Context: an optimization exercise on an open-source flow, tuned for small area, a short achievable clock period and few clock cycles. The choices shown serve that exercise and are no tape-out recipe.
RTL that was checked went through simulation tests only; none was proved equivalent to the original.
Power and IR drop assume default switching activity.

== quartz ==
// bdm_codec
module bdm_codec (
    input  wire         clk,
    input  wire         rst,
    input  wire         req_valid,
    output wire         req_ready,
    input  wire [7:0]   req,
    input  wire [7:0]   p0,
    input  wire [7:0]   p1,
    input  wire [39:0]  hdr,
    input  wire [8:0]   din_len,
    input  wire         din_valid,
    output wire         din_ready,
    input  wire [7:0]   din_data,
    output wire         dout_valid,
    input  wire         dout_ready,
    output wire [7:0]   dout_data,
    output wire         dout_last,
    output wire         done,
    output wire [3:0]   st,
    output wire [2:0]   cls,
    output wire [7:0]   rb,
    output wire         rf,
    output wire [7:0]   opc,
    output wire [7:0]   ctl,
    output wire [7:0]   len,
    output wire [191:0] fld,
    output wire [7:0]   fv
);
export LEC_CHECK = 0
export ABC_AREA = 1
export CAP_MARGIN = 20
export CORE_MARGIN = 2
export CORE_UTILIZATION = 40
export CTS_BUF_LIST = sky130_fd_sc_hd__clkbuf_16
export CTS_CLUSTER_DIAMETER = 80
export CTS_CLUSTER_SIZE = 20
export PLACE_DENSITY = 0.7
export SETUP_SLACK_MARGIN = 3.5
export SLEW_MARGIN = 20
create_clock -name core_clock -period 6.0 [get_ports {clk}]
standard.sh (not shown) runs the stock make flow with config.mk's settings and CLKGATE_MAP_FILE= SYNTH_SCRIPT=/design/flow/synth_recipe.tcl, a recipe that flattens the netlist after the stock synthesis.
==> flow/flow/run.sh <==
#!/bin/bash
set -euo pipefail
export BUFFER_PORTS_ARGS="-buffer_cell sky130_fd_sc_hd__buf_1"
bash standard.sh > standard.log 2>&1
#### Input delta (nickel over quartz)
-- flow/design.v --
<<< quartz, line 167
        cls_q  <= take ? cls_take : k_clr ? cls_fin : 3'd0;
        cs_bad <= !cs_ok;
        rf_q  <= k_din && lastf && k_verify && cs_ok;
        gfn   <= ~((k_din && lastf && k_pget && fin_ok) ? e_grp : 8'h00);
    end
    wire skid_out = k_enc_dat && skv && adv;                 
    always @(posedge clk) begin
        if (rst) begin
>>> nickel, line 167
        cls_q  <= take ? cls_take : k_clr ? cls_fin : 3'd0;
        cs_bad <= !cs_ok;
        rf_q  <= din_end && k_verify && cs_ok;
        gfn   <= ~((din_end && k_pget && fin_ok) ? e_grp : 8'h00);
    end
    wire skid_out = k_enc_dat && !din_fire && skv && adv;    
    always @(posedge clk) begin
        if (rst) begin
<<< quartz, line 263
    wire dd_rdy  = rdy;                                           
    wire dd_hdr  = k_enc_hdr && adv;                              
    wire dd_din  = k_enc_dat && !skv && adv;
    wire dd_skid = skid_out;                                      
    wire dd_cs   = (k_enc_cs || (k_build && b_cs)) && adv;        
>>> nickel, line 263
    wire dd_rdy  = rdy;                                           
    wire dd_hdr  = k_enc_hdr && adv;                              
    wire dd_din  = k_enc_dat && din_fire && adv;                  
    wire dd_skid = skid_out;                                      
    wire dd_cs   = (k_enc_cs || (k_build && b_cs)) && adv;        
<<< quartz, line 304
        end
        for (i = 3; i < 14; i = i + 1)
            if (bclr || (k_din && k_ser && c == i + 7))
                b[i] <= bz;
        if (k_din && din_fire) begin
>>> nickel, line 304
        end
        for (i = 3; i < 14; i = i + 1)
            if (bclr || (k_ser && din_fire && c == i + 7))
                b[i] <= bz;
        if (k_din && din_fire) begin
<<< quartz, line 313
            else if (!k_xsel) x <= 8'h00;
            else if (!k_csum) x <= x ^ din_data;
        end
        if (k_din) begin
            if (c == 5'd4) begin
                f_len    <= (din_data < 8'd2) || (din_data != rem2);
>>> nickel, line 313
            else if (!k_xsel) x <= 8'h00;
            else if (!k_csum) x <= x ^ din_data;
            if (c == 5'd4) begin
                f_len    <= (din_data < 8'd2) || (din_data != rem2);
<<< quartz, line 332
            rem   <= rem - 9'd1;
            lastf <= (rem == 9'd2);
        end
        if (k_enc_dat && !skv && !adv) r_opc <= din_data;
        if (k_enc_cs && adv)
            dl <= 1'b1;
>>> nickel, line 330
            rem   <= rem - 9'd1;
            lastf <= (rem == 9'd2);
            if (!adv) r_opc <= din_data;
        end
        if (k_enc_cs && adv)
            dl <= 1'b1;
Results
The final reports for nickel and quartz show proportion of power drawn by combinational gates higher in the former. In the floorplan summary, nickel is listed with a die area greater than that of quartz. Min detailed-route wire length per cell across nickel and quartz: nickel. Relative to quartz, the chip height of nickel is higher by 1.1%. Compared nickel against quartz; utilization within noise. Between nickel and quartz, it is nickel whose share of total power consumed by net switching is higher, by 3.0 points. Relative to quartz, sequential fraction of the synthesis area decreased by 1.1 points in nickel. Total length of routed wires: nickel vs quartz — no meaningful difference. Summary of nickel over quartz: peak clock frequency supported by timing moved up; cell area moved up.
Testbench counts of nickel, summed over its fixed seeds: cycles 26,864.
Function not checked in quartz: the RTL went through the layout flow alone.

---

bdm_codec, a different RTL version from the one above (not shown whole).
Size: ~220 flip-flops, about 340 I/O pins, roughly 11000 um2 of cells after synthesis.
## bdm_codec
module bdm_codec (
    input  wire         clk,
    input  wire         rst,
    input  wire         req_valid,
    output wire         req_ready,
    input  wire [7:0]   req,
    input  wire [7:0]   p0,
    input  wire [7:0]   p1,
    input  wire [39:0]  hdr,
    input  wire [8:0]   din_len,
    input  wire         din_valid,
    output wire         din_ready,
    input  wire [7:0]   din_data,
    output wire         dout_valid,
    input  wire         dout_ready,
    output wire [7:0]   dout_data,
    output wire         dout_last,
    output wire         done,
    output wire [3:0]   st,
    output wire [2:0]   cls,
    output wire [7:0]   rb,
    output wire         rf,
    output wire [7:0]   opc,
    output wire [7:0]   ctl,
    output wire [7:0]   len,
    output wire [191:0] fld,
    output wire [7:0]   fv
);
Settings: LEC_CHECK=0, ABC_AREA=1, CAP_MARGIN=20, CORE_MARGIN=2, CORE_UTILIZATION=40, CTS_BUF_LIST=sky130_fd_sc_hd__clkbuf_16, CTS_CLUSTER_DIAMETER=80, CTS_CLUSTER_SIZE=20, PLACE_DENSITY=0.7, SETUP_SLACK_MARGIN=3.5, SLEW_MARGIN=20; clock period 6.0 ns.
Scripts as last shown in full above: flow/flow/run.sh
Change:
--- a/flow/design.v
+++ b/flow/design.v
@@ -158,23 +158,23 @@
         else if (f_pshort)    begin st_fin = ST_PAY_SHORT; cls_fin = 3'd3; end
         else                  begin st_fin = ST_OK;        cls_fin = 3'd0; end
     end
     wire din_end = k_din && din_fire && lastf;       
     wire fail_end = din_end && k_frame && !fin_ok;
     wire [7:0] bz   = din_data & {8{k_din}};
     wire       bclr = rdy || k_clr;
     always @(posedge clk) begin
-        st_q   <= take ? st_take : k_clr ? st_fin : ST_OK;
-        cls_q  <= take ? cls_take : k_clr ? cls_fin : 3'd0;
+        st_q   <= rdy ? st_take : k_clr ? st_fin : ST_OK;
+        cls_q  <= rdy ? cls_take : k_clr ? cls_fin : 3'd0;
         cs_bad <= !cs_ok;
         rf_q  <= k_din && lastf && k_verify && cs_ok;
         gfn   <= ~((k_din && lastf && k_pget && fin_ok) ? e_grp : 8'h00);
     end
-    wire skid_out = k_enc_dat && !din_fire && skv && adv;    
+    wire skid_out = k_enc_dat && skv && adv;                 
     always @(posedge clk) begin
         if (rst) begin
             rr        <= 1'b1;
             dr        <= 1'b0;
             dv        <= 1'b0;
             dn        <= 1'b0;
             k_din     <= 1'b0;
             k_enc_hdr <= 1'b0;
@@ -257,47 +257,47 @@
                 dv <= 1'b0;
                 dn <= 1'b1;
                 rr <= 1'b1;
             end
         end
     end
     wire dd_rdy  = rdy;                                           
     wire dd_hdr  = k_enc_hdr && adv;                              
-    wire dd_din  = k_enc_dat && din_fire && adv;                  
+    wire dd_din  = k_enc_dat && !skv && adv;
     wire dd_skid = skid_out;                                      
     wire dd_cs   = (k_enc_cs || (k_build && b_cs)) && adv;        
     wire dd_bld  = k_build && !b_cs && adv;                       
-    wire [7:0] dd_nx = ({8{dd_rdy}}  & ((rop == 4'h4) ? hdr[7:0] : 8'hA6)) |
+    wire [7:0] dd_nx = ({8{dd_rdy}}  & (rop[1] ? 8'hA6 : hdr[7:0])) |
                        ({8{dd_hdr}}  & hbyte) |
                        ({8{dd_din}}  & din_data) |
                        ({8{dd_skid}} & r_opc) |
                        ({8{dd_cs}}   & x_cs) |
                        ({8{dd_bld}}  & bbyte);
     always @(posedge clk)
         if (dd_rdy || dd_hdr || dd_din || dd_skid || dd_cs || dd_bld)
             dd <= dd_nx;
     integer i;
     always @(posedge clk) begin
         if (rdy) begin
-            k_csum   <= (rop == 4'h2);
-            k_verify <= (rop == 4'h3);
-            k_frame  <= frame_op;
-            k_pget   <= (rop == 4'h7) && r_get;
-            k_ser    <= (rop == 4'h7) && (ren == 4'hB);
-            k_xsel   <= (rop == 4'h1) || (rop == 4'h2);
+            k_csum   <= rop[1] && !rop[0];                   
+            k_verify <= rop[1] && rop[0] && !rop[2];         
+            k_frame  <= rop[2];                              
+            k_pget   <= rop[2] && rop[1] && r_get;           
+            k_ser    <= rop[2] && rop[1] && (ren == 4'hB);   
+            k_xsel   <= !rop[2] && (rop[1] != rop[0]);       
             ent      <= ren;
             rem      <= din_len;
             lastf    <= (din_len == 9'd1);
             m        <= 8'h00;
             c        <= 5'd0;
             cb       <= 4'd1;
             dl       <= 1'b0;
             x        <= (rop == 4'h9) ? acc_fed : 8'h00;
-            f_trunc  <= frame_op && (din_len < 9'd7);
+            f_trunc  <= rop[2] && (din_len < 9'd7);
             f_len    <= 1'b0;
             f_pshort <= 1'b0;
             f_opc    <= 1'b0;
             bn[0]    <= ~hdr[15:8];
             bn[1]    <= ~hdr[23:16];
             bn[2]    <= ~hdr[31:24];
             r_ctl    <= go_enc ? hdr[39:32] : go_build ? p0 : 8'h00;
             r_opc    <= go_build ? p1 : 8'h00;
@@ -326,18 +326,18 @@
             if (c == 5'd8) bn[1]  <= ~din_data;
             if (c == 5'd9) bn[2]  <= ~din_data;
         end
         if (k_enc_hdr && adv)
             cb <= cb1;
         if (k_enc_dat && din_fire) begin
             rem   <= rem - 9'd1;
             lastf <= (rem == 9'd2);
-            if (!adv) r_opc <= din_data;
         end
+        if (k_enc_dat && !skv && !adv) r_opc <= din_data;
         if (k_enc_cs && adv)
             dl <= 1'b1;
         if (k_build && adv) begin
             cb <= cb1;
             if (b_cs) dl <= 1'b1;
         end
         if ((k_enc_hdr || k_enc_dat || k_enc_cs || k_build || dl) && dv && dout_ready)
             x <= x_cs;
Clock power falls by a little under a tenth.
Global-route usage falls by 1.8 points.
Core utilization came out lower by 0.42 points.
Combinational power is lower by a quarter to a third.
Synthesized cell count shrinks slightly.
Hold slack gets worse by 7.7 ps.
Cell count goes down slightly.
Die area came out higher slightly.
Design area is lower slightly.
Routed wire length fell by a little under a tenth.
Area after synthesis went up slightly.
Function was not checked in any run of this note: the RTL went through the layout flow alone.

## what the ideal ports hide
In the flow no input, the clock included, has a driving cell. The finished layouts below were timed again as built, in two steps. Step 1: set_driving_cell puts a clkbuf_16 on clk and a buf_2 on each other input, an assumption about the parent block. Step 2 times the ports against the registers' clock, not the clock port: input delays grow and output delays shrink by t, the midpoint of the rising clock arrivals with the driver on. Slacks: no drivers / after step 1 / after step 2; pairs: no drivers / after step 1.
| run | t (ns) | slack for setup (ns) | worst data-port slew with drivers (ns) | cell pins on the clock port's net |
|---|---|---|---|---|
| quartz | 0.530 | 3.502 / 3.500 / 2.992 | 0.08 | 1 |
| nickel | 0.542 | 3.535 / 3.490 / 3.017 | 0.06 | 1 |
| the first run of note 2 | 0.542 | 3.526 / 3.480 / 3.051 | 0.08 | 1 |
| the second run of note 2 | 0.540 | 3.525 / 3.481 / 3.126 | 0.07 | 1 |
After both steps every run listed still meets setup and hold. For nickel, which loses most, drivers alone change the setup slack by -0.045 ns; drivers and shift together by -0.518 ns.
